From an optimization exercise on the open Yosys and OpenROAD flow, aimed at small area, a short achievable clock period and few clock cycles; shortcuts taken in it are not production practice.
RTL that was checked went through simulation tests only; none was proved equivalent to the original.
For runs 1 and 3, only the layout was checked, not whether the RTL still works.
Power figures rest on the tool's default switching activity, not on a simulated workload.

==> design.v <==
module cw_dlo #(parameter K = 16) (
    input  wire [31:0]  a,
    input  wire [31:0]  b,
    output wire [K-1:0] lo,
    output wire         big
);
    wire [K:0] s = {1'b0, a[K-1:0]} - {1'b0, b[K-1:0]};
    assign lo = s[K-1:0];
    wire [31-K:0] ah = a[31:K];
    wire [31-K:0] bh = b[31:K];
    wire [31-K:0] p  = ah ^ bh;
    wire [31-K:0] c;
    assign c[0] = 1'b1;
    genvar i;
    generate
        for (i = 1; i <= 31 - K; i = i + 1) begin : g_c
            assign c[i] = c[i-1] & bh[i-1];
        end
    endgenerate
    wire e0 = ~|p;             
    wire e1 = &(p ~^ c);       
    assign big = ~(s[K] ? e1 : e0);
endmodule
module cw_core (
    input  wire        clk,
    input  wire        rst,
    input  wire        cfg_mode,
    input  wire [15:0] cfg_debounce,
    input  wire        cfg_wgp,
    input  wire        cfg_ot_en,
    input  wire        cfg_st_en,
    input  wire        op_valid,
    output wire        op_ready,
    input  wire [39:0] op_word,
    output reg         resp_valid,
    output reg  [8:0]  resp,
    output wire        key_out,
    output reg         tone_tx,
    output reg         sidetone
);
    localparam [7:0] EMPTY   = 8'h00;
    localparam [7:0] ERRCH   = 8'h23;
    localparam [7:0] SPACECH = 8'h20;
    localparam [7:0] FILL    = 8'h2A;
    localparam [2:0] PH_IDLE       = 3'b000;
    localparam [2:0] PH_ASSERT     = 3'b100;
    localparam [2:0] PH_GAP_SYMBOL = 3'b001;
    localparam [2:0] PH_GAP_LETTER = 3'b010;
    localparam [2:0] PH_WORD_GAP   = 3'b011;
    localparam [10:0] DOT_RESET  = 11'd92;
    localparam [11:0] DASH_RESET = 12'd276;
    localparam [13:0] WGAP_RESET = 14'd646;
    localparam [13:0] W23_RESET  = 14'd430;    
    function automatic [7:0] lookup(input [6:0] idx);
        begin
            case (idx)
      7'd0: lookup = 8'h20;
      7'd1: lookup = 8'h45;
      7'd2: lookup = 8'h54;
      7'd3: lookup = 8'h49;
      7'd4: lookup = 8'h41;
      7'd5: lookup = 8'h4E;
      7'd6: lookup = 8'h4D;
      7'd7: lookup = 8'h53;
      7'd8: lookup = 8'h55;
      7'd9: lookup = 8'h52;
      7'd10: lookup = 8'h57;
      7'd11: lookup = 8'h44;
      7'd12: lookup = 8'h4B;
      7'd13: lookup = 8'h47;
      7'd14: lookup = 8'h4F;
      7'd15: lookup = 8'h48;
      7'd16: lookup = 8'h56;
      7'd17: lookup = 8'h46;
      7'd19: lookup = 8'h4C;
      7'd21: lookup = 8'h50;
      7'd22: lookup = 8'h4A;
      7'd23: lookup = 8'h42;
      7'd24: lookup = 8'h58;
      7'd25: lookup = 8'h43;
      7'd26: lookup = 8'h59;
      7'd27: lookup = 8'h5A;
      7'd28: lookup = 8'h51;
      7'd31: lookup = 8'h35;
      7'd32: lookup = 8'h34;
      7'd34: lookup = 8'h33;
      7'd38: lookup = 8'h32;
      7'd39: lookup = 8'h26;
      7'd41: lookup = 8'h2B;
      7'd46: lookup = 8'h31;
      7'd47: lookup = 8'h36;
      7'd48: lookup = 8'h3D;
      7'd49: lookup = 8'h2F;
      7'd53: lookup = 8'h28;
      7'd55: lookup = 8'h37;
      7'd59: lookup = 8'h38;
      7'd61: lookup = 8'h39;
      7'd62: lookup = 8'h30;
      7'd75: lookup = 8'h3F;
      7'd76: lookup = 8'h5F;
      7'd81: lookup = 8'h22;
      7'd84: lookup = 8'h2E;
      7'd89: lookup = 8'h40;
      7'd93: lookup = 8'h27;
      7'd96: lookup = 8'h2D;
      7'd105: lookup = 8'h3B;
      7'd106: lookup = 8'h21;
      7'd108: lookup = 8'h29;
      7'd114: lookup = 8'h2C;
      7'd119: lookup = 8'h3A;
                default: lookup = FILL;
            endcase
        end
    endfunction
    function automatic [7:0] find_index(input [7:0] c);
        begin
            case (c)
            8'h20: find_index = 0;
            8'h21: find_index = 106;
            8'h22: find_index = 81;
            8'h26: find_index = 39;
            8'h27: find_index = 93;
            8'h28: find_index = 53;
            8'h29: find_index = 108;
            8'h2A: find_index = 18;
            8'h2B: find_index = 41;
            8'h2C: find_index = 114;
            8'h2D: find_index = 96;
            8'h2E: find_index = 84;
            8'h2F: find_index = 49;
            8'h30: find_index = 62;
            8'h31: find_index = 46;
            8'h32: find_index = 38;
            8'h33: find_index = 34;
            8'h34: find_index = 32;
            8'h35: find_index = 31;
            8'h36: find_index = 47;
            8'h37: find_index = 55;
            8'h38: find_index = 59;
            8'h39: find_index = 61;
            8'h3A: find_index = 119;
            8'h3B: find_index = 105;
            8'h3D: find_index = 48;
            8'h3F: find_index = 75;
            8'h40: find_index = 89;
            8'h41: find_index = 4;
            8'h42: find_index = 23;
            8'h43: find_index = 25;
            8'h44: find_index = 11;
            8'h45: find_index = 1;
            8'h46: find_index = 17;
            8'h47: find_index = 13;
            8'h48: find_index = 15;
            8'h49: find_index = 3;
            8'h4A: find_index = 22;
            8'h4B: find_index = 12;
            8'h4C: find_index = 19;
            8'h4D: find_index = 6;
            8'h4E: find_index = 5;
            8'h4F: find_index = 14;
            8'h50: find_index = 21;
            8'h51: find_index = 28;
            8'h52: find_index = 9;
            8'h53: find_index = 7;
            8'h54: find_index = 2;
            8'h55: find_index = 8;
            8'h56: find_index = 16;
            8'h57: find_index = 10;
            8'h58: find_index = 24;
            8'h59: find_index = 26;
            8'h5A: find_index = 27;
            8'h5F: find_index = 76;
            8'h61: find_index = 4;
            8'h62: find_index = 23;
            8'h63: find_index = 25;
            8'h64: find_index = 11;
            8'h65: find_index = 1;
            8'h66: find_index = 17;
            8'h67: find_index = 13;
            8'h68: find_index = 15;
            8'h69: find_index = 3;
            8'h6A: find_index = 22;
            8'h6B: find_index = 12;
            8'h6C: find_index = 19;
            8'h6D: find_index = 6;
            8'h6E: find_index = 5;
            8'h6F: find_index = 14;
            8'h70: find_index = 21;
            8'h71: find_index = 28;
            8'h72: find_index = 9;
            8'h73: find_index = 7;
            8'h74: find_index = 2;
            8'h75: find_index = 8;
            8'h76: find_index = 16;
            8'h77: find_index = 10;
            8'h78: find_index = 24;
            8'h79: find_index = 26;
            8'h7A: find_index = 27;
                default: find_index = 8'hFF;
            endcase
        end
    endfunction
    function automatic [6:0] find_path(input [7:0] c);
        begin
            case (c)
            8'h21: find_path = 107;
            8'h22: find_path = 82;
            8'h26: find_path = 40;
            8'h27: find_path = 94;
            8'h28: find_path = 54;
            8'h29: find_path = 109;
            8'h2A: find_path = 19;
            8'h2B: find_path = 42;
            8'h2C: find_path = 115;
            8'h2D: find_path = 97;
            8'h2E: find_path = 85;
            8'h2F: find_path = 50;
            8'h30: find_path = 63;
            8'h31: find_path = 47;
            8'h32: find_path = 39;
            8'h33: find_path = 35;
            8'h34: find_path = 33;
            8'h35: find_path = 32;
            8'h36: find_path = 48;
            8'h37: find_path = 56;
            8'h38: find_path = 60;
            8'h39: find_path = 62;
            8'h3A: find_path = 120;
            8'h3B: find_path = 106;
            8'h3D: find_path = 49;
            8'h3F: find_path = 76;
            8'h40: find_path = 90;
            8'h41: find_path = 5;
            8'h42: find_path = 24;
            8'h43: find_path = 26;
            8'h44: find_path = 12;
            8'h45: find_path = 2;
            8'h46: find_path = 18;
            8'h47: find_path = 14;
            8'h48: find_path = 16;
            8'h49: find_path = 4;
            8'h4A: find_path = 23;
            8'h4B: find_path = 13;
            8'h4C: find_path = 20;
            8'h4D: find_path = 7;
            8'h4E: find_path = 6;
            8'h4F: find_path = 15;
            8'h50: find_path = 22;
            8'h51: find_path = 29;
            8'h52: find_path = 10;
            8'h53: find_path = 8;
            8'h54: find_path = 3;
            8'h55: find_path = 9;
            8'h56: find_path = 17;
            8'h57: find_path = 11;
            8'h58: find_path = 25;
            8'h59: find_path = 27;
            8'h5A: find_path = 28;
            8'h5F: find_path = 77;
            8'h61: find_path = 5;
            8'h62: find_path = 24;
            8'h63: find_path = 26;
            8'h64: find_path = 12;
            8'h65: find_path = 2;
            8'h66: find_path = 18;
            8'h67: find_path = 14;
            8'h68: find_path = 16;
            8'h69: find_path = 4;
            8'h6A: find_path = 23;
            8'h6B: find_path = 13;
            8'h6C: find_path = 20;
            8'h6D: find_path = 7;
            8'h6E: find_path = 6;
            8'h6F: find_path = 15;
            8'h70: find_path = 22;
            8'h71: find_path = 29;
            8'h72: find_path = 10;
            8'h73: find_path = 8;
            8'h74: find_path = 3;
            8'h75: find_path = 9;
            8'h76: find_path = 17;
            8'h77: find_path = 11;
            8'h78: find_path = 25;
            8'h79: find_path = 27;
            8'h7A: find_path = 28;
                default: find_path = 7'd1;
            endcase
        end
    endfunction
    reg        rv;
    reg [39:0] r;
    reg        rdy;
    reg        c_mode, c_wgp;
    reg [15:0] c_deb;
    assign op_ready = rdy;
    wire [3:0]  opc = r[39:36];
    wire        sig = r[32];
    wire [31:0] now = r[31:0];
    reg legal;
    always @* begin
        case (opc)
            4'd1, 4'd5:  legal = (r[35:16] == 20'd0);
            4'd2:        legal = (r[35:33] == 3'd0);
            4'd6:        legal = (r[35:32] == 4'd0);
            4'd3, 4'd4, 4'd7:
                         legal = (r[35:0] == 36'd0);
            4'd8, 4'd10: legal = (r[35:8] == 28'd0);
            4'd9:        legal = (r[35:7] == 29'd0);
            default:     legal = 1'b0;
        endcase
    end
    reg  fv;                  
    wire is_dt  = (opc == 4'd2);
    wire go     = rv && !(is_dt && !fv);
    wire ex     = go && legal;
    wire ex_ss  = ex && (opc == 4'd1 || opc == 4'd5);
    reg        dv_busy;
    reg        dv_dec;
    reg [5:0]  dv_cnt;
    reg [10:0] dv_w;
    reg [10:0] rem;
    reg [1:0]  r3;
    wire [10:0] w_op = r[15] ? 11'd1 :
                       (r[14:0] == 15'd0) ? 11'd1 :
                       (r[14:11] != 4'd0 || r[10:0] > 11'd1200) ? 11'd1200 : r[10:0];
    wire dv_ext  = dv_dec && c_wgp;                   
    wire dv_last = dv_ext ? (dv_cnt == 6'd37) : (dv_cnt == 6'd36);
    reg nbit, rfirst;
    always @* begin
        if (dv_cnt < 6'd11) begin
            nbit   = 11'd1200 >> (6'd10 - dv_cnt);
            rfirst = (dv_cnt == 6'd0);
        end else if (dv_cnt < 6'd23) begin
            nbit   = 12'd3600 >> (6'd22 - dv_cnt);
            rfirst = (dv_cnt == 6'd11);
        end else if (dv_cnt < 6'd37) begin
            nbit   = 14'd8400 >> (6'd36 - dv_cnt);
            rfirst = (dv_cnt == 6'd23);
        end else begin
            nbit   = 1'b0;
            rfirst = 1'b0;
        end
    end
    wire [11:0] dt    = {rfirst ? 11'd0 : rem, nbit};
    wire [12:0] dsb   = {1'b0, dt} - {2'b00, dv_w};
    wire        qb    = ~dsb[12];
    wire [10:0] rem_n = qb ? dsb[10:0] : dt[10:0];
    wire q_dot  = dv_cnt < 6'd11;
    wire q_dash = (dv_cnt >= 6'd11) && (dv_cnt < 6'd23);
    wire q_wgap = (dv_cnt >= 6'd23) && (dv_cnt < 6'd37);
    wire [2:0]  t3    = {(rfirst ? 2'd0 : r3), (dv_cnt < 6'd37) ? qb : 1'b0};
    wire        o3    = t3 >= 3'd3;
    wire [1:0]  r3_n  = o3 ? t3[1:0] - 2'd3 : t3[1:0];
    wire ld    = op_valid && rdy;
    wire ss_in = (op_word[38:36] == 3'b001 || op_word[38:36] == 3'b101) && !op_word[39];
    wire dt_in = (op_word[39:36] == 4'd2);
    wire dchg  = (go && is_dt) || (dv_busy && dv_dec);    
    wire rdy_n = !(ld && ss_in) && !ex_ss && !(ld && dt_in && dchg) &&
                 !(dv_busy && !dv_last && !((dv_ext ? 6'd36 : 6'd35) == dv_cnt));
    always @(posedge clk) begin
        c_mode <= cfg_mode;
        c_wgp  <= cfg_wgp;
        c_deb  <= cfg_debounce;
        if (ld) r <= op_word;
        if (rst) begin
            rv      <= 1'b0;
            rdy     <= 1'b1;
            dv_busy <= 1'b0;
            fv      <= 1'b0;
        end else begin
            rv  <= ld || (rv && !go);
            rdy <= rdy_n;
            fv  <= !dchg;
            if (ex_ss) begin
                dv_busy <= 1'b1;
                dv_dec  <= ~opc[2];
                dv_w    <= w_op;
                dv_cnt  <= 6'd0;
            end else if (dv_busy) begin
                dv_cnt <= dv_cnt + 6'd1;
                if (dv_last) dv_busy <= 1'b0;
            end
        end
        if (dv_busy) begin
            rem <= rem_n;
            r3  <= r3_n;
        end
    end
    reg [10:0] enc_dot;
    reg [11:0] enc_dash;
    reg [13:0] enc_wgap;
    reg        enc_pv;
    reg [6:0]  enc_p;
    reg [2:0]  enc_cursor;
    reg [2:0]  enc_phase;
    reg [31:0] enc_phase_start;
    reg [13:0] enc_phase_len;
    reg [10:0] dec_dot;
    reg [11:0] dec_dash;
    reg [13:0] dec_thr;           
    reg [6:0]  dec_tree;
    reg        dec_sig_state;
    reg        dec_last_raw;
    reg [31:0] dec_mark_start;
    reg [31:0] dec_space_start;
    reg [31:0] dec_last_trans;
    reg        dec_pending;
    reg        dec_ws_emitted;
    reg [7:0]  dec_out;           
    wire [15:0] a_lo;  wire a_big;
    wire [13:0] b_lo;  wire b_big;
    cw_dlo #(.K(16)) u_da (.a(now), .b(dec_last_trans), .lo(a_lo), .big(a_big));
    cw_dlo #(.K(14)) u_db (.a(now), .b(r[38] ? enc_phase_start : dec_space_start),
                           .lo(b_lo), .big(b_big));
    wire chg    = sig ^ dec_last_raw;
    wire ltsel  = c_mode ? sig : chg;
    wire deb_ok = chg ? (c_deb == 16'd0) : (a_big || a_lo >= c_deb);
    wire aud_dn = a_big || (a_lo[15:11] != 5'd0) || ({a_lo[10:0], 1'b0} >= {1'b0, dec_dot});
    wire tr_up  = sig && !dec_sig_state && (c_mode || deb_ok);
    wire tr_dn  = !sig && dec_sig_state && (c_mode ? aud_dn : deb_ok);
    wire st_n   = tr_up || (dec_sig_state && !tr_dn);
    wire        sp_zero = dec_sig_state && ltsel;
    wire [13:0] sp_lo   = dec_sig_state ? a_lo[13:0] : b_lo;
    wire        sp_big  = dec_sig_state ? (a_big || a_lo[15:14] != 2'd0) : b_big;
    wire gt_q   = !sp_zero && (sp_big || sp_lo[13:9] != 5'd0 || sp_lo[8:0] > dec_dot[10:2]);  
    wire ge_2d  = !sp_zero && (sp_big || sp_lo[13:12] != 2'd0 || sp_lo[11:0] >= {dec_dot, 1'b0});
    wire over   = !sp_zero && (sp_big || sp_lo > dec_thr);
    wire [12:0] d_lo;  wire d_big;
    cw_dlo #(.K(13)) u_dd (.a(dec_sig_state ? dec_last_trans : dec_space_start),
                           .b(dec_mark_start), .lo(d_lo), .big(d_big));
    wire [12:0] dd     = {2'b00, dec_dot} + {1'b0, dec_dash};
    reg         isdot, isdash;
    always @(posedge clk) begin
        isdot  <= !d_big && d_lo[12:11] == 2'd0 && {d_lo[10:0], 1'b0} < dec_dash;
        isdash <= !d_big && d_lo < dd;
    end
    wire c2     = !dec_pending && gt_q;
    wire err    = dec_tree >= 7'd63;
    wire [6:0] tree1 = !c2 ? dec_tree :
                       err ? 7'd0 :
                       isdot ? {dec_tree[5:0], 1'b0} + 7'd1 :
                       isdash ? {dec_tree[5:0], 1'b0} + 7'd2 : dec_tree;
    wire pend1  = dec_pending || (c2 && (err || isdot || isdash));
    wire c3     = ge_2d && (tree1 != 7'd0);
    wire c4     = over && !dec_ws_emitted && (tree1 == 7'd0) && !(c2 && err);
    wire enc_idle = (enc_phase == PH_IDLE) && !enc_pv;
    wire e_due = b_big || (b_lo >= enc_phase_len);
    reg [2:0] a_n;
    always @* begin
        casez (enc_p)
            7'b1??????: a_n = 3'd6;
            7'b01?????: a_n = 3'd5;
            7'b001????: a_n = 3'd4;
            7'b0001???: a_n = 3'd3;
            7'b00001??: a_n = 3'd2;
            7'b000001?: a_n = 3'd1;
            default:    a_n = 3'd0;
        endcase
    end
    wire [2:0] a_cur = a_n - 3'd1;
    wire       a_sym = enc_p[a_cur];
    wire [2:0] g_cur = enc_cursor - 3'd1;
    wire       g_sym = enc_p[g_cur];
    wire        idle_ph = (enc_phase == PH_IDLE);
    wire [13:0] gap_len = (idle_ph ? enc_wgap : {2'b00, enc_dash}) -
                          (idle_ph ? {2'b00, enc_dash} : {3'b000, enc_dot});
    reg [2:0]  et_phase;
    reg [2:0]  et_cursor;
    reg [13:0] et_len;
    reg        et_start;
    reg        et_done;
    always @* begin
        et_phase  = enc_phase;
        et_cursor = enc_cursor;
        et_len    = enc_phase_len;
        et_start  = 1'b0;
        et_done   = 1'b0;
        if (idle_ph) begin
            if (enc_pv) begin
                et_start = 1'b1;
                if (a_n == 3'd0) begin
                    et_phase = PH_WORD_GAP;
                    et_len   = gap_len;
                end else begin
                    et_phase  = PH_ASSERT;
                    et_cursor = a_cur;
                    et_len    = a_sym ? {2'b00, enc_dash} : {3'b000, enc_dot};
                end
            end
        end else if (e_due) begin
            et_start = 1'b1;
            case (enc_phase)
                PH_ASSERT: begin
                    et_phase = PH_GAP_SYMBOL;
                    et_len   = {3'b000, enc_dot};
                end
                PH_GAP_SYMBOL: begin
                    if (enc_cursor != 3'd0) begin
                        et_cursor = g_cur;
                        et_phase  = PH_ASSERT;
                        et_len    = g_sym ? {2'b00, enc_dash} : {3'b000, enc_dot};
                    end else begin
                        et_phase  = PH_GAP_LETTER;
                        et_len    = gap_len;
                    end
                end
                default: begin
                    et_phase = PH_IDLE;
                    et_start = 1'b0;
                    et_done  = 1'b1;
                end
            endcase
        end
    end
    wire write_ok = enc_idle && (r[7:0] != FILL) && (r[7:0] != EMPTY);
    wire dv_d = dv_busy && dv_dec;
    wire dv_e = dv_busy && !dv_dec;
    always @(posedge clk) begin
        if (rst) begin
            dec_dot         <= DOT_RESET;
            dec_dash        <= DASH_RESET;
            dec_thr         <= cfg_wgp ? W23_RESET : WGAP_RESET;
            dec_tree        <= 7'd0;
            dec_sig_state   <= 1'b0;
            dec_last_raw    <= 1'b0;
            dec_mark_start  <= 32'd0;
            dec_space_start <= 32'd0;
            dec_last_trans  <= 32'd0;
            dec_pending     <= 1'b1;
            dec_ws_emitted  <= 1'b1;
            dec_out         <= EMPTY;
        end else begin
            if (dv_d && q_dot)  dec_dot  <= {dec_dot[9:0], qb};
            if (dv_d && q_dash) dec_dash <= {dec_dash[10:0], qb};
            if (dv_d && (c_wgp ? dv_cnt >= 6'd23 : q_wgap))
                dec_thr <= {dec_thr[12:0], c_wgp ? o3 : qb};
            if (ex && opc == 4'd2) begin
                dec_sig_state  <= st_n;
                dec_last_raw   <= sig;
                if (ltsel) dec_last_trans <= now;
                if (tr_up) dec_mark_start  <= ltsel ? now : dec_last_trans;
                if (tr_dn) dec_space_start <= ltsel ? now : dec_last_trans;
                if (st_n) begin
                    dec_pending    <= 1'b0;
                    dec_ws_emitted <= 1'b0;
                end else begin
                    dec_pending <= pend1;
                    if (c3) begin
                        dec_tree <= 7'd0;
                        dec_out  <= {1'b1, tree1};
                    end else begin
                        dec_tree <= tree1;
                        if (c2 && err) dec_out <= ERRCH;
                        else if (c4)   dec_out <= SPACECH;
                    end
                    if (c4) dec_ws_emitted <= 1'b1;
                end
            end
            if (ex && opc == 4'd4) dec_out <= EMPTY;
        end
    end
    always @(posedge clk) begin
        if (rst) begin
            enc_dot         <= DOT_RESET;
            enc_dash        <= DASH_RESET;
            enc_wgap        <= WGAP_RESET;
            enc_pv          <= 1'b0;
            enc_p           <= 7'd0;
            enc_cursor      <= 3'd0;
            enc_phase       <= PH_IDLE;
            enc_phase_start <= 32'd0;
            enc_phase_len   <= 14'd0;
        end else begin
            if (dv_e && q_dot)  enc_dot  <= {enc_dot[9:0], qb};
            if (dv_e && q_dash) enc_dash <= {enc_dash[10:0], qb};
            if (dv_e && q_wgap) enc_wgap <= {enc_wgap[12:0], qb};
            if (ex && opc == 4'd6) begin
                enc_phase     <= et_phase;
                enc_cursor    <= et_cursor;
                enc_phase_len <= et_len;
                if (et_start) enc_phase_start <= now;
                if (et_done)  enc_pv <= 1'b0;
            end
            if (ex && opc == 4'd8 && write_ok) begin
                enc_pv <= 1'b1;
                enc_p  <= find_path(r[7:0]);
            end
        end
    end
    wire [7:0] lk = lookup((opc == 4'd9) ? r[6:0] : dec_out[6:0]);
    reg  [7:0] data;
    always @* begin
        case (opc)
            4'd3:    data = {7'd0, dec_out != EMPTY};
            4'd4:    data = dec_out[7] ? lk : dec_out;
            4'd7:    data = {7'd0, enc_idle};
            4'd8:    data = {7'd0, write_ok};
            4'd9:    data = lk;
            4'd10:   data = find_index(r[7:0]);
            default: data = 8'h00;
        endcase
        if (!legal) data = 8'h00;
    end
    always @(posedge clk) begin
        if (rst) begin
            resp_valid <= 1'b0;
            tone_tx    <= 1'b0;
            sidetone   <= 1'b0;
        end else begin
            resp_valid <= go;
            tone_tx    <= cfg_ot_en && enc_phase[2];
            sidetone   <= cfg_st_en && dec_sig_state;
        end
        resp <= {!legal, data};
    end
    assign key_out = enc_phase[2];
endmodule
==> run.sh <==
#!/bin/bash
# synth_recipe.tcl (not shown) runs the flow's synth.tcl, then flattens the netlist and writes it again
# the make line also repeats each setting of config.mk as NAME=value (left out here)
make -C /OpenROAD-flow-scripts/flow DESIGN_CONFIG=/design/flow/config.mk WORK_HOME=/design/flow/orfs CLKGATE_MAP_FILE= SYNTH_SCRIPT=/design/flow/synth_recipe.tcl finish
==> config.mk <==
export PLATFORM = sky130hd
export DESIGN_NAME = cw_core
export DESIGN_NICKNAME = cw_core
export VERILOG_FILES = /design/flow/design.v
export SDC_FILE = /design/flow/constraint.sdc
export NUM_CORES = 4
export LEC_CHECK = 0
export CAP_MARGIN = 20
export CORE_MARGIN = 2
export CORE_UTILIZATION = 40
export SLEW_MARGIN = 20
==> constraint.sdc <==
create_clock -name core_clock -period 32.0 [get_ports {clk}]
set_input_delay 6.4000 -clock core_clock [delete_from_list [all_inputs] [get_ports {clk}]]
set_output_delay 6.4000 -clock core_clock [all_outputs]
set_load 0.01 [all_outputs]
==> impl_metrics.csv, run 1 <==
group,metric,value,unit
finish,nets,3445,
worst_setup_path,rr_worst_depth,22,
logic_synthesis,synth_mux_area_share,9.29,%
clock_network,cts_resized,0,
floorplanning,design.portCount,77,
logic_synthesis,ys_types,101,
logic_synthesis,yosys.area_share.adder,9.80,%
logic_synthesis,yosysTopAreaCell,"dfxtp_1",
clock_network,cts_buffer_depth,3,
worst_setup_path,max_stage_delay,600,ps
routing,drt_pre_antenna_iters,6,
worst_setup_path,rr_startpoint,"r[38]$_DFFE_PP_",
worst_setup_path,critPathKind,"input port to flop",
hold_path,min_path_cells,2,
routing,drtIter0Drc,1957,
global_route,grt_pass1_wl,121,mm
logic_synthesis,synthCells,3224,
clock_network,clkSinkCount,371,
global_route,grt_pass1_vias,21248,
floorplanning,die_x,260,um
power_and_ir_drop,power_density,41.1,nW/um^2
sta,fin_crit_sh,29.4,%
finish,final_common_cell,"nand2_1",
floorplanning,start_util,40.6,%
sta,rsz0062_at_grt,"false",
worst_setup_path,timing.critical_path.to_type,"flop",
sta,clock_skew,34.1,ps
power_and_ir_drop,leakage,10.9,nW
logic_synthesis,ys_seq_area_share,31.5,%
floorplanning,die_y,260,um
global_route,grt_overflow,0,
global_route,antenna_found_initial,1,
logic_synthesis,syn_area_per_cell,8.14,um^2
place,placed_cells,3988,
clock_network,clk_latency,600,ps
routing,wl_per_cell,18.8,um
logic_synthesis,ys_warn_count,1,
sta,slew_headroom,34.0,%
place,place.gp.congestion,0.906,
worst_setup_path,startpoint_type,"input port",
finish,final_cell_mix,"nand2_1, nor2_1, dfxtp_1, a21oi_1, ha_1",
place,portBuffers,76,
logic_synthesis,ys_ff_latch,371,
global_route,grt_use_total,22.2,%
clock_network,clkTransAtPathRegs,60,ps
logic_synthesis,synth-xor-area-share,3.97,%
routing,via_per_inst,5.64,
routing,ant_nets,0,
floorplanning,std_cell_rows,93,
global_route,grt_max_degree,84,
worst_setup_path,critPathArrivalTime,9850,ps
sta,finalSetupViolCount,0,
power_and_ir_drop,ir_drop,34.3,uV
finish,layout-drive-gt1-share,7.25,%
clock_network,cts_setup_buffers,0,
logic_synthesis,yosys-top-cells-area,"dfxtp_1, edfxtp_1, ha_1, mux2i_1, nand2_1",
sta,fin_setup_tns,0,ps
finish,area_delta_synth_final,10.9,%
sta,fin_crit,9420,ps
hold_path,hold_path_end,"rv$_SDFF_PP0_",
worst_setup_path,worst_path_max_delay_cell,"nand2_1",
hold_path,worstHoldStart,"rv$_SDFF_PP0_",
worst_setup_path,regToRegEndpoint,"enc_phase_len[13]$_SDFFE_PP0P_",
worst_setup_path,r2r_setup_slack,25300,ps
sta,tightest_slew,977,ps
routing,wl,76.4,mm
sta,hold_violations,0,
clock_network,clockRootBuffer,"clkbuf_16",
sta,final_max_slew_viol_count,0,
place,dp_hpwl,54.2,mm
logic_synthesis,synth_top_family_by_area,"compound AO/OA/AOI/OAI gates",
logic_synthesis,netlist_area,26300,um^2
logic_synthesis,synth_ff_type,"dfxtp_1",
logic_synthesis,yosys.area_share.simple,19.4,%
routing,route.detailed.drc,0,
worst_setup_path,critical_path_required,32440,ps
logic_synthesis,synthArstFlopShare,0,%
clock_network,cts_tree,"built",
logic_synthesis,syn-num-nets,3489,
run,drv_cap,0,
floorplanning,core,64700,um^2
worst_setup_path,crit_chain,"clkdlybuf4s50_1 -> nand2_1 -> inv_2 -> o21ai_1 -> inv_1 -> ha_1 -> nand2_1 -> o21ai_0 -> a211oi_1 -> nor3_1 -> nor3_1 -> a31oi_1",
logic_synthesis,synth_compound_area_share,20.2,%
worst_setup_path,cp-startpoint,"op_valid",
clock_network,numCtsBuffers,45,
finish,post_layout_nonfiller_instances,4074,
worst_setup_path,crit_fanout,14,
clock_network,htreeDepth,2,
floorplanning,die_area,67700,um^2
logic_synthesis,synth_edf_count,85,
hold_path,hold_path_class,"flop to flop",
clock_network,cts_hold_buf,0,
routing,route.vias.total,22979,
status,outcome,"no timing/DRC/antenna violations",
sta,fmax,0.106,GHz
logic_synthesis,synth_top_area_share,21.8,%
[per-stage QoR]
| stage | area, um^2 | power, mW | worst slack (ps) | util [%] | hold slack [ps] |
|---|---|---|---|---|---|
| finish | 29100 | 1.20 | 22580 | 45.0 | 463 |
| CTS | 29100 | 1.21 | 22660 | 45.0 | 460 |
| global route | 29100 | 1.24 | 22350 | 45.0 | 481 |
| detailed placement | 27500 | 0.649 | 22040 | 42.5 | 452 |
| global placement | 27500 | 0.649 | 22010 | 42.5 | 442 |
| floorplan | 26300 | 0.601 | 22560 | - | 433 |
[layout make-up]
type | instances | area (um^2)
flip-flops and latches | 371 | 8280
clock inverters | 27 | 345
inverters | 182 | 683
well taps | 855 | 1070
clock buffers | 56 | 1240
diodes | 3 | 7.51
repair buffers | 108 | 1000
fillers | 6428 | 35600
multi-input cells | 2472 | 16500
[state kept, by name, indices dropped and copies added (netlist names), 6 cells and up, named ones only]
| name | flops |
|---|---|
| r | 40 |
| dec_last_trans | 32 |
| dec_mark_start | 32 |
| dec_space_start | 32 |
| enc_phase_start | 32 |
| c_deb | 16 |
| dec_thr | 14 |
| enc_phase_len | 14 |
| enc_wgap | 14 |
| dec_dash | 12 |
| enc_dash | 12 |
| dec_dot | 11 |
| dv_w | 11 |
| enc_dot | 11 |
| rem | 11 |
| resp | 9 |
| dec_out | 8 |
| dec_tree | 7 |
| enc_p | 7 |
| dv_cnt | 6 |
[Yosys cell counts, drive strengths merged, types with 15 or more instances]
| cell type | count |
|---|---|
| o31ai | 19 |
| xnor2 | 83 |
| a21boi | 20 |
| o21ai | 173 |
| a211oi | 79 |
| nor2 | 344 |
| or2 | 44 |
| buf | 44 |
| o22ai | 25 |
| nand3 | 63 |
| nand2b | 44 |
| a31oi | 33 |
| and3 | 15 |
| mux2i | 195 |
| a21o | 32 |
| o211ai | 31 |
| nor4 | 24 |
| nand4 | 29 |
| nor3 | 44 |
| edfxtp | 85 |
| nand2 | 362 |
| a21oi | 250 |
| and2 | 31 |
| clkbuf | 154 |
| ha | 196 |
| inv | 181 |
| dfxtp | 286 |
| nor2b | 38 |
| xor2 | 36 |
| o21a | 28 |
| mux2 | 39 |
[worst max-delay path, delay by kind of cell]
kind	cells	cell delay [ps]
buffers and inverters	3	960
and+or+nand+nor	4	960
adders and majority gates	1	490
AOI/OAI and AO/OA	4	1020
[cells by family (layout without fill, tap and decap cells)]
group,count (synthesis),in the layout
compound gates,819,819
fa+ha+maj,202,202
simple gates,1096,1096
xor+xnor,119,119
buf+inv,381,373
flops,371,371
mux,236,236
other cells,0,3
[layer usage]
metal | vias to the layer above | track usage [%] | part of all wire, %
li1 | 11451 | - | -
met1 | 10742 | 32.7 | 49
met2 | 696 | 34.2 | 43
met3 | 90 | 3.18 | 6.2
met4 | 0 | 5.05 | 1.9
met5 | - | 0 | 0
[where the power goes]
group / total, mW / switching (mW) / leakage (nW) / internal [mW]
clock network: 0.554 / 0.221 / 0.769 / 0.333
registers: 0.501 / 0.0125 / 3.14 / 0.488
logic: 0.141 / 0.0877 / 7.04 / 0.0535
[worst max-delay path by stage]
stage	to	slack, ps	cells past startpoint
after floorplan	flop	22560	11
after global placement	flop	22010	12
after detailed placement	flop	22040	12
after CTS	flop	22660	12
after global routing	flop	22350	12
final	flop	22580	12
==> run 2: changes to the inputs <==
--- a/design.v
+++ b/design.v
@@ -202,89 +202,3 @@
     endfunction
-    function automatic [6:0] find_path(input [7:0] c);
-        begin
-            case (c)
-            8'h21: find_path = 107;
-            8'h22: find_path = 82;
-            8'h26: find_path = 40;
-            8'h27: find_path = 94;
-            8'h28: find_path = 54;
-            8'h29: find_path = 109;
-            8'h2A: find_path = 19;
-            8'h2B: find_path = 42;
-            8'h2C: find_path = 115;
-            8'h2D: find_path = 97;
-            8'h2E: find_path = 85;
-            8'h2F: find_path = 50;
-            8'h30: find_path = 63;
-            8'h31: find_path = 47;
-            8'h32: find_path = 39;
-            8'h33: find_path = 35;
-            8'h34: find_path = 33;
-            8'h35: find_path = 32;
-            8'h36: find_path = 48;
-            8'h37: find_path = 56;
-            8'h38: find_path = 60;
-            8'h39: find_path = 62;
-            8'h3A: find_path = 120;
-            8'h3B: find_path = 106;
-            8'h3D: find_path = 49;
-            8'h3F: find_path = 76;
-            8'h40: find_path = 90;
-            8'h41: find_path = 5;
-            8'h42: find_path = 24;
-            8'h43: find_path = 26;
-            8'h44: find_path = 12;
-            8'h45: find_path = 2;
-            8'h46: find_path = 18;
-            8'h47: find_path = 14;
-            8'h48: find_path = 16;
-            8'h49: find_path = 4;
-            8'h4A: find_path = 23;
-            8'h4B: find_path = 13;
-            8'h4C: find_path = 20;
-            8'h4D: find_path = 7;
-            8'h4E: find_path = 6;
-            8'h4F: find_path = 15;
-            8'h50: find_path = 22;
-            8'h51: find_path = 29;
-            8'h52: find_path = 10;
-            8'h53: find_path = 8;
-            8'h54: find_path = 3;
-            8'h55: find_path = 9;
-            8'h56: find_path = 17;
-            8'h57: find_path = 11;
-            8'h58: find_path = 25;
-            8'h59: find_path = 27;
-            8'h5A: find_path = 28;
-            8'h5F: find_path = 77;
-            8'h61: find_path = 5;
-            8'h62: find_path = 24;
-            8'h63: find_path = 26;
-            8'h64: find_path = 12;
-            8'h65: find_path = 2;
-            8'h66: find_path = 18;
-            8'h67: find_path = 14;
-            8'h68: find_path = 16;
-            8'h69: find_path = 4;
-            8'h6A: find_path = 23;
-            8'h6B: find_path = 13;
-            8'h6C: find_path = 20;
-            8'h6D: find_path = 7;
-            8'h6E: find_path = 6;
-            8'h6F: find_path = 15;
-            8'h70: find_path = 22;
-            8'h71: find_path = 29;
-            8'h72: find_path = 10;
-            8'h73: find_path = 8;
-            8'h74: find_path = 3;
-            8'h75: find_path = 9;
-            8'h76: find_path = 17;
-            8'h77: find_path = 11;
-            8'h78: find_path = 25;
-            8'h79: find_path = 27;
-            8'h7A: find_path = 28;
-                default: find_path = 7'd1;
-            endcase
-        end
-    endfunction
+    reg        rst_r;
     reg        rv;
@@ -312,7 +226,8 @@
     reg  fv;                  
+    reg  dv_busy;
     wire is_dt  = (opc == 4'd2);
-    wire go     = rv && !(is_dt && !fv);
+    wire hold   = rv && (dv_busy || (is_dt && !fv));    
+    wire go     = rv && !hold;
     wire ex     = go && legal;
     wire ex_ss  = ex && (opc == 4'd1 || opc == 4'd5);
-    reg        dv_busy;
     reg        dv_dec;
@@ -353,8 +268,8 @@
     wire [1:0]  r3_n  = o3 ? t3[1:0] - 2'd3 : t3[1:0];
-    wire ld    = op_valid && rdy;
-    wire ss_in = (op_word[38:36] == 3'b001 || op_word[38:36] == 3'b101) && !op_word[39];
-    wire dt_in = (op_word[39:36] == 4'd2);
-    wire dchg  = (go && is_dt) || (dv_busy && dv_dec);    
-    wire rdy_n = !(ld && ss_in) && !ex_ss && !(ld && dt_in && dchg) &&
-                 !(dv_busy && !dv_last && !((dv_ext ? 6'd36 : 6'd35) == dv_cnt));
+    wire ld        = op_valid && rdy;
+    wire dt_in     = (op_word[39:36] == 4'd2);
+    wire dchg      = (go && is_dt) || (dv_busy && dv_dec);    
+    wire dv_busy_n = ex_ss || (dv_busy && !dv_last);
+    wire rdy_n     = !((ld && (dv_busy_n || (dt_in && dchg))) ||
+                       (hold && (dv_busy_n || (is_dt && dchg))));
     always @(posedge clk) begin
@@ -363,6 +278,12 @@
         c_deb  <= cfg_debounce;
-        if (ld) r <= op_word;
+        rst_r  <= rst;
+        if (!hold) r <= op_word;
         if (rst) begin
-            rv      <= 1'b0;
-            rdy     <= 1'b1;
+            rv  <= 1'b0;
+            rdy <= 1'b0;
+        end else begin
+            rv  <= ld || hold;
+            rdy <= rst_r || rdy_n;
+        end
+        if (rst_r) begin
             dv_busy <= 1'b0;
@@ -370,4 +291,2 @@
         end else begin
-            rv  <= ld || (rv && !go);
-            rdy <= rdy_n;
             fv  <= !dchg;
@@ -514,2 +433,3 @@
     end
+    wire [7:0] fnd = find_index(r[7:0]);
     wire write_ok = enc_idle && (r[7:0] != FILL) && (r[7:0] != EMPTY);
@@ -518,6 +438,6 @@
     always @(posedge clk) begin
-        if (rst) begin
+        if (rst_r) begin
             dec_dot         <= DOT_RESET;
             dec_dash        <= DASH_RESET;
-            dec_thr         <= cfg_wgp ? W23_RESET : WGAP_RESET;
+            dec_thr         <= c_wgp ? W23_RESET : WGAP_RESET;
             dec_tree        <= 7'd0;
@@ -525,5 +445,2 @@
             dec_last_raw    <= 1'b0;
-            dec_mark_start  <= 32'd0;
-            dec_space_start <= 32'd0;
-            dec_last_trans  <= 32'd0;
             dec_pending     <= 1'b1;
@@ -539,5 +456,2 @@
                 dec_last_raw   <= sig;
-                if (ltsel) dec_last_trans <= now;
-                if (tr_up) dec_mark_start  <= ltsel ? now : dec_last_trans;
-                if (tr_dn) dec_space_start <= ltsel ? now : dec_last_trans;
                 if (st_n) begin
@@ -560,5 +474,10 @@
         end
+        if (ex && opc == 4'd2) begin
+            if (ltsel) dec_last_trans <= now;
+            if (tr_up) dec_mark_start  <= ltsel ? now : dec_last_trans;
+            if (tr_dn) dec_space_start <= ltsel ? now : dec_last_trans;
+        end
     end
     always @(posedge clk) begin
-        if (rst) begin
+        if (rst_r) begin
             enc_dot         <= DOT_RESET;
@@ -567,7 +486,3 @@
             enc_pv          <= 1'b0;
-            enc_p           <= 7'd0;
-            enc_cursor      <= 3'd0;
             enc_phase       <= PH_IDLE;
-            enc_phase_start <= 32'd0;
-            enc_phase_len   <= 14'd0;
         end else begin
@@ -578,12 +493,13 @@
                 enc_phase     <= et_phase;
-                enc_cursor    <= et_cursor;
-                enc_phase_len <= et_len;
-                if (et_start) enc_phase_start <= now;
                 if (et_done)  enc_pv <= 1'b0;
             end
-            if (ex && opc == 4'd8 && write_ok) begin
-                enc_pv <= 1'b1;
-                enc_p  <= find_path(r[7:0]);
-            end
+            if (ex && opc == 4'd8 && write_ok) enc_pv <= 1'b1;
+        end
+        if (ex && opc == 4'd6) begin
+            enc_cursor    <= et_cursor;
+            enc_phase_len <= et_len;
+            if (et_start) enc_phase_start <= now;
         end
+        if (ex && opc == 4'd8 && write_ok)
+            enc_p <= fnd[7] ? 7'd1 : fnd[6:0] + 7'd1;
     end
@@ -598,3 +514,3 @@
             4'd9:    data = lk;
-            4'd10:   data = find_index(r[7:0]);
+            4'd10:   data = fnd;
             default: data = 8'h00;
@@ -603,2 +519,3 @@
     end
+    reg key_r;
     always @(posedge clk) begin
@@ -606,12 +523,14 @@
             resp_valid <= 1'b0;
+            key_r      <= 1'b0;
             tone_tx    <= 1'b0;
-            sidetone   <= 1'b0;
         end else begin
             resp_valid <= go;
-            tone_tx    <= cfg_ot_en && enc_phase[2];
-            sidetone   <= cfg_st_en && dec_sig_state;
+            if (ex && opc == 4'd6) key_r <= et_phase[2];
+            tone_tx    <= cfg_ot_en && key_r;
         end
+        if (rst || rst_r) sidetone <= 1'b0;
+        else              sidetone <= cfg_st_en && dec_sig_state;
         resp <= {!legal, data};
     end
-    assign key_out = enc_phase[2];
+    assign key_out = key_r;
 endmodule
==> run 2 against run 1 <==
Effect of this change:
- register-to-register slack got worse by 370 ps
- setup slack improved by 930 ps
- combinational power fell by 9.9%
- wire length fell by 5.6%
- largest cell class unchanged
==> impl_metrics.csv, run 2 <==
group,metric,value,unit
sta,slew_headroom,28.9,%
logic_synthesis,netlist_area,25300,um^2
logic_synthesis,ys_ff_latch,366,
place,dp_hpwl,53.0,mm
global_route,busiest_layer,"met2",
floorplanning,std_cell_rows,92,
sta,clock_skew,19.5,ps
worst_setup_path,crit_fanout,8,
power_and_ir_drop,power_density,40.8,nW/um^2
sta,fin_setup_tns,0,ps
global_route,antenna_found_initial,2,
worst_setup_path,rr_startpoint,"r[38]$_DFFE_PN_",
logic_synthesis,synth_top_area_share,28.1,%
routing,drtIter0Drc,1896,
sta,final_max_slew_viol_count,0,
finish,largest_reg_flops,40,
global_route,grt_max_degree,78,
floorplanning,design.portCount,77,
routing,via_per_inst,5.74,
global_route,grt_overflow,0,
clock_network,cts_hold_buf,0,
worst_setup_path,startpoint_type,"input port",
hold_path,hold_path_end,"tone_tx$_SDFF_PP0_",
place,place.gp.congestion,0.882,
finish,layout-drive-gt1-share,7.92,%
global_route,use_met3,2.74,%
power_and_ir_drop,ir_drop,32.2,uV
logic_synthesis,syn_area_per_cell,9.31,um^2
sta,finalSetupViolCount,0,
routing,route.vias.total,20969,
logic_synthesis,yosysTopAreaCell,"edfxtp_1",
routing,wl,72.2,mm
logic_synthesis,yosys-top-cells-area,"edfxtp_1, dfxtp_1, ha_1, mux2i_1, nor2_1",
finish,final_common_cell,"nor2_1",
hold_path,hold_path_class,"flop to flop",
clock_network,clockRootBuffer,"clkbuf_16",
finish,top_register,"r",
worst_setup_path,regToRegEndpoint,"dec_out[5]$_SDFFE_PP0P_",
status,outcome,"no timing/DRC/antenna violations",
worst_setup_path,critPathKind,"input port to flop",
floorplanning,die_y,256,um
clock_network,cts_tree,"built",
global_route,grt_pass1_wl,113,mm
clock_network,clkTransAtPathRegs,60,ps
sta,whs,468,ps
finish,area_delta_synth_final,12.6,%
worst_setup_path,critPathArrivalTime,8960,ps
clock_network,cts_buffer_depth,3,
global_route,use_met1,30.9,%
power_and_ir_drop,leakage,10.9,nW
logic_synthesis,ys_types,95,
routing,ant_nets,0,
finish,nets,3031,
hold_path,worstHoldStart,"key_r$_SDFFE_PP0P_",
floorplanning,die_x,256,um
clock_network,clkSinkCount,366,
global_route,met2_usage,34.2,%
routing,wl_per_cell,19.8,um
logic_synthesis,ys_warn_count,1,
place,portBuffers,76,
worst_setup_path,timing.critical_path.to_type,"flop",
sta,tightest_slew,1050,ps
clock_network,cts_resized,0,
worst_setup_path,rr_worst_depth,24,
sta,rsz0062_at_grt,"false",
clock_network,clk_latency,600,ps
logic_synthesis,ys_seq_area_share,38.3,%
floorplanning,start_util,40.3,%
sta,fmax,0.118,GHz
logic_synthesis,syn-num-nets,2986,
worst_setup_path,critical_path_required,32470,ps
finish,fillers,6025,
global_route,grt_pass1_vias,19890,
clock_network,htreeDepth,2,
power_and_ir_drop,p_total,1.16,mW
logic_synthesis,synth_ff_type,"edfxtp_1",
finish,final_cell_mix,"nor2_1, edfxtp_1, nand2_1, ha_1, inv_1",
logic_synthesis,synth_common_cells,"nor2_1, edfxtp_1, nand2_1",
logic_synthesis,synth_most_common_cell,"nor2_1",
logic_synthesis,synth_edf_count,237,
routing,route.detailed.drc,0,
run,drv_cap,0,
sta,fin_crit_sh,26.5,%
sta,hold_violations,0,
floorplanning,die_area,65300,um^2
worst_setup_path,r2r_setup_slack,24930,ps
routing,drt_pre_antenna_iters,5,
sta,fin_crit,8490,ps
clock_network,numCtsBuffers,45,
global_route,grt_use_total,21.6,%
hold_path,min_path_cells,2,
logic_synthesis,synthArstFlopShare,0,%
logic_synthesis,synthCells,2720,
clock_network,cts_setup_buffers,0,
floorplanning,core,62900,um^2
-- run 2: layout make-up --
| class | instances | area, um^2 | share of cell area (%) |
|---|---|---|---|
| timing repair buffer | 111 | 1020 | 3.59 |
| inverter | 190 | 713 | 2.50 |
| multi-input combinational | 2051 | 14500 | 50.9 |
| antenna | 2 | 5.00 | 0.0176 |
| clock inverter | 23 | 209 | 0.733 |
| sequential | 366 | 9700 | 34.0 |
| clock buffer | 61 | 1280 | 4.48 |
| tap | 846 | 1060 | 3.71 |
-- run 2: through the flow --
step                      worst slack, ps  std cells  area, um^2  util (%)
after floorplan                     23820       2720       25300         -
after global placement              22770       3564       27000      43.0
after detailed placement            22810       3564       27000      43.0
after CTS                           23410       3648       28500      45.3
after global routing                23270       3648       28500      45.3
final                               23510       3650       28500      45.4
-- run 2: cell families (layout without fill, tap and decap cells) --
family / after synthesis / in the layout / synth area share, %
buf+inv: 303 / 385 / 4.61
fa+ha+maj: 203 / 203 / 10.2
compound gates: 658 / 658 / 17.4
mux: 201 / 201 / 8.34
other cells: 0 / 2 / 0
flops: 366 / 366 / 38.3
xor+xnor: 122 / 122 / 4.22
simple gates: 867 / 867 / 16.9
-- run 2: where the power goes --
| group | internal, mW | switching [mW] |
|---|---|---|
| clock network | 0.299 | 0.217 |
| logic | 0.0527 | 0.0740 |
| registers | 0.508 | 0.0109 |
-- run 2: routing by layer --
metal / routed length [um] / vias to the layer above
met3: 4540 / 116
met4: 1770 / 0
met2: 32100 / 673
li1: - / 10061
met5: 0 / -
met1: 33700 / 10119
-- run 2: worst max path at each step --
stage | slack [ps] | endpoint | depth (start not counted) | startpoint
floorplan | 23820 | dec_space_start[0]$_DFFE_PP_ | 8 | r[38]$_DFFE_PN_
global placement | 22770 | flop | 8 | op_word[1]
detailed placement | 22810 | flop | 8 | op_word[1]
CTS | 23410 | flop | 8 | op_word[1]
global route | 23270 | flop | 8 | op_word[1]
finish | 23510 | flop | 8 | op_word[1]
-- run 2: critical path, cell delays in order --
cell	delay, ps
clkdlybuf4s50_1	420
mux2i_1	710
inv_1	290
ha_1	370
a21boi_0	290
a211oi_1	130
nor3_1	270
a21oi_1	70
Testbench counts of run 2, summed over its fixed seeds: cycles 249,352.
==> run 3: changes to the inputs <==
--- a/design.v
+++ b/design.v
@@ -23,2 +23,35 @@
 endmodule
+module cw_rsub #(parameter W = 12) (
+    input  wire [W-1:0] a,
+    input  wire [W-1:0] b,
+    output wire [W-1:0] d,
+    output wire         nb
+);
+    wire [W:0] c;
+    assign c[0] = 1'b1;
+    genvar i;
+    generate
+        for (i = 0; i < W; i = i + 1) begin : g
+            assign d[i]   = a[i] ^ ~b[i] ^ c[i];
+            assign c[i+1] = (a[i] & ~b[i]) | (c[i] & (a[i] ^ ~b[i]));
+        end
+    endgenerate
+    assign nb = c[W];
+endmodule
+module cw_radd #(parameter W = 12) (
+    input  wire [W-1:0] a,
+    input  wire [W-1:0] b,
+    output wire [W:0]   s
+);
+    wire [W:0] c;
+    assign c[0] = 1'b0;
+    genvar i;
+    generate
+        for (i = 0; i < W; i = i + 1) begin : g
+            assign s[i]   = a[i] ^ b[i] ^ c[i];
+            assign c[i+1] = (a[i] & b[i]) | (c[i] & (a[i] ^ b[i]));
+        end
+    endgenerate
+    assign s[W] = c[W];
+endmodule
 module cw_core (
@@ -202,2 +235,89 @@
     endfunction
+    function automatic [6:0] find_code(input [7:0] c);
+        begin
+            case (c)
+            8'h21: find_code = 117;
+            8'h22: find_code = 82;
+            8'h26: find_code = 34;
+            8'h27: find_code = 94;
+            8'h28: find_code = 45;
+            8'h29: find_code = 109;
+            8'h2A: find_code = 28;
+            8'h2B: find_code = 42;
+            8'h2C: find_code = 115;
+            8'h2D: find_code = 97;
+            8'h2E: find_code = 106;
+            8'h2F: find_code = 41;
+            8'h30: find_code = 63;
+            8'h31: find_code = 62;
+            8'h32: find_code = 60;
+            8'h33: find_code = 56;
+            8'h34: find_code = 48;
+            8'h35: find_code = 32;
+            8'h36: find_code = 33;
+            8'h37: find_code = 35;
+            8'h38: find_code = 39;
+            8'h39: find_code = 47;
+            8'h3A: find_code = 71;
+            8'h3B: find_code = 85;
+            8'h3D: find_code = 49;
+            8'h3F: find_code = 76;
+            8'h40: find_code = 86;
+            8'h41: find_code = 6;
+            8'h42: find_code = 17;
+            8'h43: find_code = 21;
+            8'h44: find_code = 9;
+            8'h45: find_code = 2;
+            8'h46: find_code = 20;
+            8'h47: find_code = 11;
+            8'h48: find_code = 16;
+            8'h49: find_code = 4;
+            8'h4A: find_code = 30;
+            8'h4B: find_code = 13;
+            8'h4C: find_code = 18;
+            8'h4D: find_code = 7;
+            8'h4E: find_code = 5;
+            8'h4F: find_code = 15;
+            8'h50: find_code = 22;
+            8'h51: find_code = 27;
+            8'h52: find_code = 10;
+            8'h53: find_code = 8;
+            8'h54: find_code = 3;
+            8'h55: find_code = 12;
+            8'h56: find_code = 24;
+            8'h57: find_code = 14;
+            8'h58: find_code = 25;
+            8'h59: find_code = 29;
+            8'h5A: find_code = 19;
+            8'h5F: find_code = 108;
+            8'h61: find_code = 6;
+            8'h62: find_code = 17;
+            8'h63: find_code = 21;
+            8'h64: find_code = 9;
+            8'h65: find_code = 2;
+            8'h66: find_code = 20;
+            8'h67: find_code = 11;
+            8'h68: find_code = 16;
+            8'h69: find_code = 4;
+            8'h6A: find_code = 30;
+            8'h6B: find_code = 13;
+            8'h6C: find_code = 18;
+            8'h6D: find_code = 7;
+            8'h6E: find_code = 5;
+            8'h6F: find_code = 15;
+            8'h70: find_code = 22;
+            8'h71: find_code = 27;
+            8'h72: find_code = 10;
+            8'h73: find_code = 8;
+            8'h74: find_code = 3;
+            8'h75: find_code = 12;
+            8'h76: find_code = 24;
+            8'h77: find_code = 14;
+            8'h78: find_code = 25;
+            8'h79: find_code = 29;
+            8'h7A: find_code = 19;
+                default: find_code = 7'd1;
+            endcase
+        end
+    endfunction
     reg        rst_r;
@@ -259,4 +379,5 @@
     wire [11:0] dt    = {rfirst ? 11'd0 : rem, nbit};
-    wire [12:0] dsb   = {1'b0, dt} - {2'b00, dv_w};
-    wire        qb    = ~dsb[12];
+    wire [11:0] dsb;
+    wire        qb;
+    cw_rsub #(.W(12)) u_dv (.a(dt), .b({1'b0, dv_w}), .d(dsb), .nb(qb));
     wire [10:0] rem_n = qb ? dsb[10:0] : dt[10:0];
@@ -311,4 +432,3 @@
     reg        enc_pv;
-    reg [6:0]  enc_p;
-    reg [2:0]  enc_cursor;
+    reg [6:0]  enc_s;             
     reg [2:0]  enc_phase;
@@ -349,3 +469,4 @@
                            .b(dec_mark_start), .lo(d_lo), .big(d_big));
-    wire [12:0] dd     = {2'b00, dec_dot} + {1'b0, dec_dash};
+    wire [12:0] dd;
+    cw_radd #(.W(12)) u_dd2 (.a({1'b0, dec_dot}), .b(dec_dash), .s(dd));
     reg         isdot, isdash;
@@ -366,18 +487,3 @@
     wire e_due = b_big || (b_lo >= enc_phase_len);
-    reg [2:0] a_n;
-    always @* begin
-        casez (enc_p)
-            7'b1??????: a_n = 3'd6;
-            7'b01?????: a_n = 3'd5;
-            7'b001????: a_n = 3'd4;
-            7'b0001???: a_n = 3'd3;
-            7'b00001??: a_n = 3'd2;
-            7'b000001?: a_n = 3'd1;
-            default:    a_n = 3'd0;
-        endcase
-    end
-    wire [2:0] a_cur = a_n - 3'd1;
-    wire       a_sym = enc_p[a_cur];
-    wire [2:0] g_cur = enc_cursor - 3'd1;
-    wire       g_sym = enc_p[g_cur];
+    wire       more = (enc_s[6:1] != 6'd1);    
     wire        idle_ph = (enc_phase == PH_IDLE);
@@ -386,3 +492,3 @@
     reg [2:0]  et_phase;
-    reg [2:0]  et_cursor;
+    reg        et_shift;
     reg [13:0] et_len;
@@ -392,3 +498,3 @@
         et_phase  = enc_phase;
-        et_cursor = enc_cursor;
+        et_shift  = 1'b0;
         et_len    = enc_phase_len;
@@ -399,3 +505,3 @@
                 et_start = 1'b1;
-                if (a_n == 3'd0) begin
+                if (enc_s == 7'd1) begin
                     et_phase = PH_WORD_GAP;
@@ -404,4 +510,3 @@
                     et_phase  = PH_ASSERT;
-                    et_cursor = a_cur;
-                    et_len    = a_sym ? {2'b00, enc_dash} : {3'b000, enc_dot};
+                    et_len    = enc_s[0] ? {2'b00, enc_dash} : {3'b000, enc_dot};
                 end
@@ -416,6 +521,6 @@
                 PH_GAP_SYMBOL: begin
-                    if (enc_cursor != 3'd0) begin
-                        et_cursor = g_cur;
+                    if (more) begin
+                        et_shift  = 1'b1;
                         et_phase  = PH_ASSERT;
-                        et_len    = g_sym ? {2'b00, enc_dash} : {3'b000, enc_dot};
+                        et_len    = enc_s[1] ? {2'b00, enc_dash} : {3'b000, enc_dot};
                     end else begin
@@ -498,3 +603,3 @@
         if (ex && opc == 4'd6) begin
-            enc_cursor    <= et_cursor;
+            if (et_shift) enc_s <= {1'b0, enc_s[6:1]};
             enc_phase_len <= et_len;
@@ -503,3 +608,3 @@
         if (ex && opc == 4'd8 && write_ok)
-            enc_p <= fnd[7] ? 7'd1 : fnd[6:0] + 7'd1;
+            enc_s <= find_code(r[7:0]);
     end
--- a/config.mk
+++ b/config.mk
@@ -9,3 +9,3 @@
 export CORE_MARGIN = 2
-export CORE_UTILIZATION = 40
+export CORE_UTILIZATION = 70
 export SLEW_MARGIN = 20
==> run 3 against run 2 <==
Effect of this change:
- still clean on timing, DRC and antenna
- hold slack gained 20 ps
- wire length is 1.2% higher
- first-iteration DRC count is 34% higher
- count of clock-buffer cells in the layout fell by 8
- clock skew up 4.4 ps
- cell area down 2.7%
- area after synthesis down 0.44%
- critical path depth up 2
- critical path type unchanged
- largest cell class unchanged
==> impl_metrics.csv, run 3 <==
group,metric,value,unit
status,outcome,"no timing/DRC/antenna violations",
logic_synthesis,yosysTopAreaCell,"edfxtp_1",
sta,rsz0062_at_grt,"false",
logic_synthesis,ys_types,92,
finish,fillers,2264,
finish,multiInputGateArea,14400,um^2
clock_network,cts_hold_buf,0,
global_route,grt_pass1_wl,115,mm
logic_synthesis,syn-num-nets,2977,
clock_network,clkSinkCount,370,
global_route,grt_use_total,37.9,%
routing,wl_per_cell,22.5,um
logic_synthesis,synth_most_common_cell,"nand2_1",
hold_path,hold_path_class,"flop to flop",
clock_network,clockRootBuffer,"clkbuf_16",
routing,drt_pre_antenna_iters,9,
floorplanning,die_area,37500,um^2
finish,top_register,"r",
sta,setup_slack,23480,ps
logic_synthesis,yosys-top-cells-area,"edfxtp_1, dfxtp_1, ha_1, mux2i_1, nand2_1",
finish,n_antenna_cell,0,
sta,final_max_slew_viol_count,0,
clock_network,clkTransAtPathRegs,60,ps
finish,layout-drive-gt1-share,7.70,%
finish,final_cell_mix,"nand2_1, nor2_1, edfxtp_1, a21oi_1, ha_1",
floorplanning,design.portCount,77,
finish,final_common_cell,"nand2_1",
worst_setup_path,critPathKind,"input port to flop",
place,place_ws,22930,ps
sta,clock_skew,23.9,ps
finish,seq_area,9750,um^2
finish,nets,3010,
logic_synthesis,ys_seq_area_share,38.7,%
logic_synthesis,synth_top_area_share,27.9,%
finish,postLayoutCoreUtil,78.2,%
global_route,grt_overflow,0,
sta,fin_crit_sh,26.6,%
worst_setup_path,crit_fanout,11,
worst_setup_path,startpoint_type,"input port",
clock_network,clk_latency,580,ps
power_and_ir_drop,p_total,1.14,mW
place,placed_cell_area,26400,um^2
place,placed_cells,3168,
routing,drtIter0Drc,2538,
finish,design_area,27700,um^2
sta,fin_setup_tns,0,ps
logic_synthesis,synth_edf_count,234,
logic_synthesis,synth_common_cells,"nand2_1, nor2_1, edfxtp_1",
floorplanning,die_x,194,um
power_and_ir_drop,power_density,41.1,nW/um^2
routing,route.detailed.drc,0,
sta,fin_crit,8520,ps
logic_synthesis,ys_ff_latch,370,
global_route,grt_pass1_vias,21509,
worst_setup_path,critPathArrivalTime,8990,ps
logic_synthesis,ys_warn_count,1,
logic_synthesis,netlist_area,25200,um^2
routing,ant_nets,0,
worst_setup_path,timing.critical_path.to_type,"flop",
routing,wl,73.0,mm
place,portBuffers,76,
global_route,grt_max_degree,72,
floorplanning,start_util,71.0,%
sta,fmax,0.117,GHz
place,dp_hpwl,52.0,mm
floorplanning,core,35500,um^2
worst_setup_path,critical_path_required,32470,ps
floorplanning,die_y,194,um
sta,tightest_slew,958,ps
routing,route.vias.total,22165,
sta,finalSetupViolCount,0,
clock_network,cts_buffer_depth,3,
place,place.gp.congestion,0.955,
floorplanning,std_cell_rows,69,
finish,largest_reg_flops,40,
logic_synthesis,syn_area_per_cell,9.28,um^2
finish,area_delta_synth_final,10.0,%
power_and_ir_drop,ir_drop,79.7,uV
finish,post_layout_nonfiller_instances,3242,
sta,hold_violations,0,
sta,whs,488,ps
global_route,antenna_found_initial,2,
power_and_ir_drop,leakage,10.5,nW
routing,via_per_inst,6.84,
clock_network,cts_resized,0,
clock_network,htreeDepth,2,
run,drv_cap,0,
logic_synthesis,synthCells,2716,
clock_network,numCtsBuffers,40,
clock_network,cts_tree,"built",
logic_synthesis,synthArstFlopShare,0,%
sta,slew_headroom,34.8,%
clock_network,cts_setup_buffers,0,
logic_synthesis,synth_ff_type,"edfxtp_1",
## run 3: changes by cell type after synthesis, moves of 11 or more
| cell | delta |
|---|---|
| nor2b_1 | -40 |
| clkbuf_1 | +14 |
| nor3_1 | +29 |
| or3_1 | +11 |
| inv_1 | -27 |
| nand2_1 | +45 |
| a211o_1 | -21 |
| a21oi_1 | +29 |
| xor2_1 | -12 |
| ha_1 | -23 |
| fa_1 | +18 |
## run 3: final cells by class
cell class | count | area share (%)
timing repair buffer | 113 | 3.74
clock inverter | 21 | 0.812
inverter | 162 | 2.19
sequential | 370 | 35.2
tap | 461 | 2.08
multi-input combinational | 2062 | 52.0
clock buffer | 53 | 4.05
## run 3: power by group
| group | switching, mW | leakage (nW) | internal (mW) |
|---|---|---|---|
| clock | 0.202 | 0.646 | 0.281 |
| combinational | 0.0805 | 6.61 | 0.0527 |
| sequential | 0.0105 | 3.30 | 0.513 |
| total | 0.293 | 10.5 | 0.847 |
## run 3: logic make-up (layout without fill, tap and decap cells)
group	Yosys count	after routing	share of synthesized area (%)
flops	370	370	38.7
buf+inv	284	349	4.40
xor+xnor	113	113	3.93
fa+ha+maj	198	198	10.5
compound gates	667	667	17.3
simple gates	881	881	16.7
mux	203	203	8.43
## run 3: final timing paths
path | start | to | slack (ps) | cells after the start
worst min-delay path | key_r$_SDFFE_PP0P_ | tone_tx$_SDFF_PP0_ | 490 | 2
worst min register to register | key_r$_SDFFE_PP0P_ | tone_tx$_SDFF_PP0_ | 490 | 2
worst max-delay path | op_word[1] | flop | 23480 | 10
worst max register to register | dv_cnt[0]$_SDFFCE_PP0P_ | dec_thr[0]$_SDFFCE_PP0P_ | 24330 | 26
## run 3: critical path, cell delays in order
cell and delay (ps):
clkdlybuf4s50_1 420, mux2i_1 130, buf_4 210, inv_1 180, ha_1 370, nor2_1 490
nor2_1 80, a311oi_1 420, o21ai_0 150, o311ai_0 120
## run 3: routing by layer
| metal | GRT usage [%] | part of all wire (%) |
|---|---|---|
| met5 | 0 | 0.018 |
| met4 | 17.4 | 4.4 |
| met3 | 6.92 | 10 |
| met2 | 61.5 | 46 |
| met1 | 49.7 | 39 |

-- what the ideal ports hide --
The results above use ideal ports. As a check the final layouts listed here were re-extracted and re-timed, cells and wires unchanged.
Step 1 assumes that a clkbuf_16 drives the clock port and a buf_2 every other input.
Step 2 adds t to the input delays and takes it off the output delays; t is the mean of the earliest and latest rising clock arrival at the registers after step 1. Input paths then give back, and output paths get back, about the clock's delay inside the block.
a / b / c = no drivers / after step 1 / after step 2; a / b = the first two.
run | t, ns | setup WS [ns] | worst slew at a driven data input, ns | pins driven straight from the clock port
run 1 | 0.639 | 22.585 / 22.622 / 21.983 | 0.05 | 1
run 2 | 0.651 | 23.511 / 23.554 / 22.902 | 0.10 | 1
run 3 | 0.630 | 23.482 / 23.517 / 22.887 | 0.04 | 1
After both steps setup and hold are still met in every run listed. For run 2, which loses most, drivers alone change the setup slack by +0.043 ns; drivers and shift together by -0.609 ns.
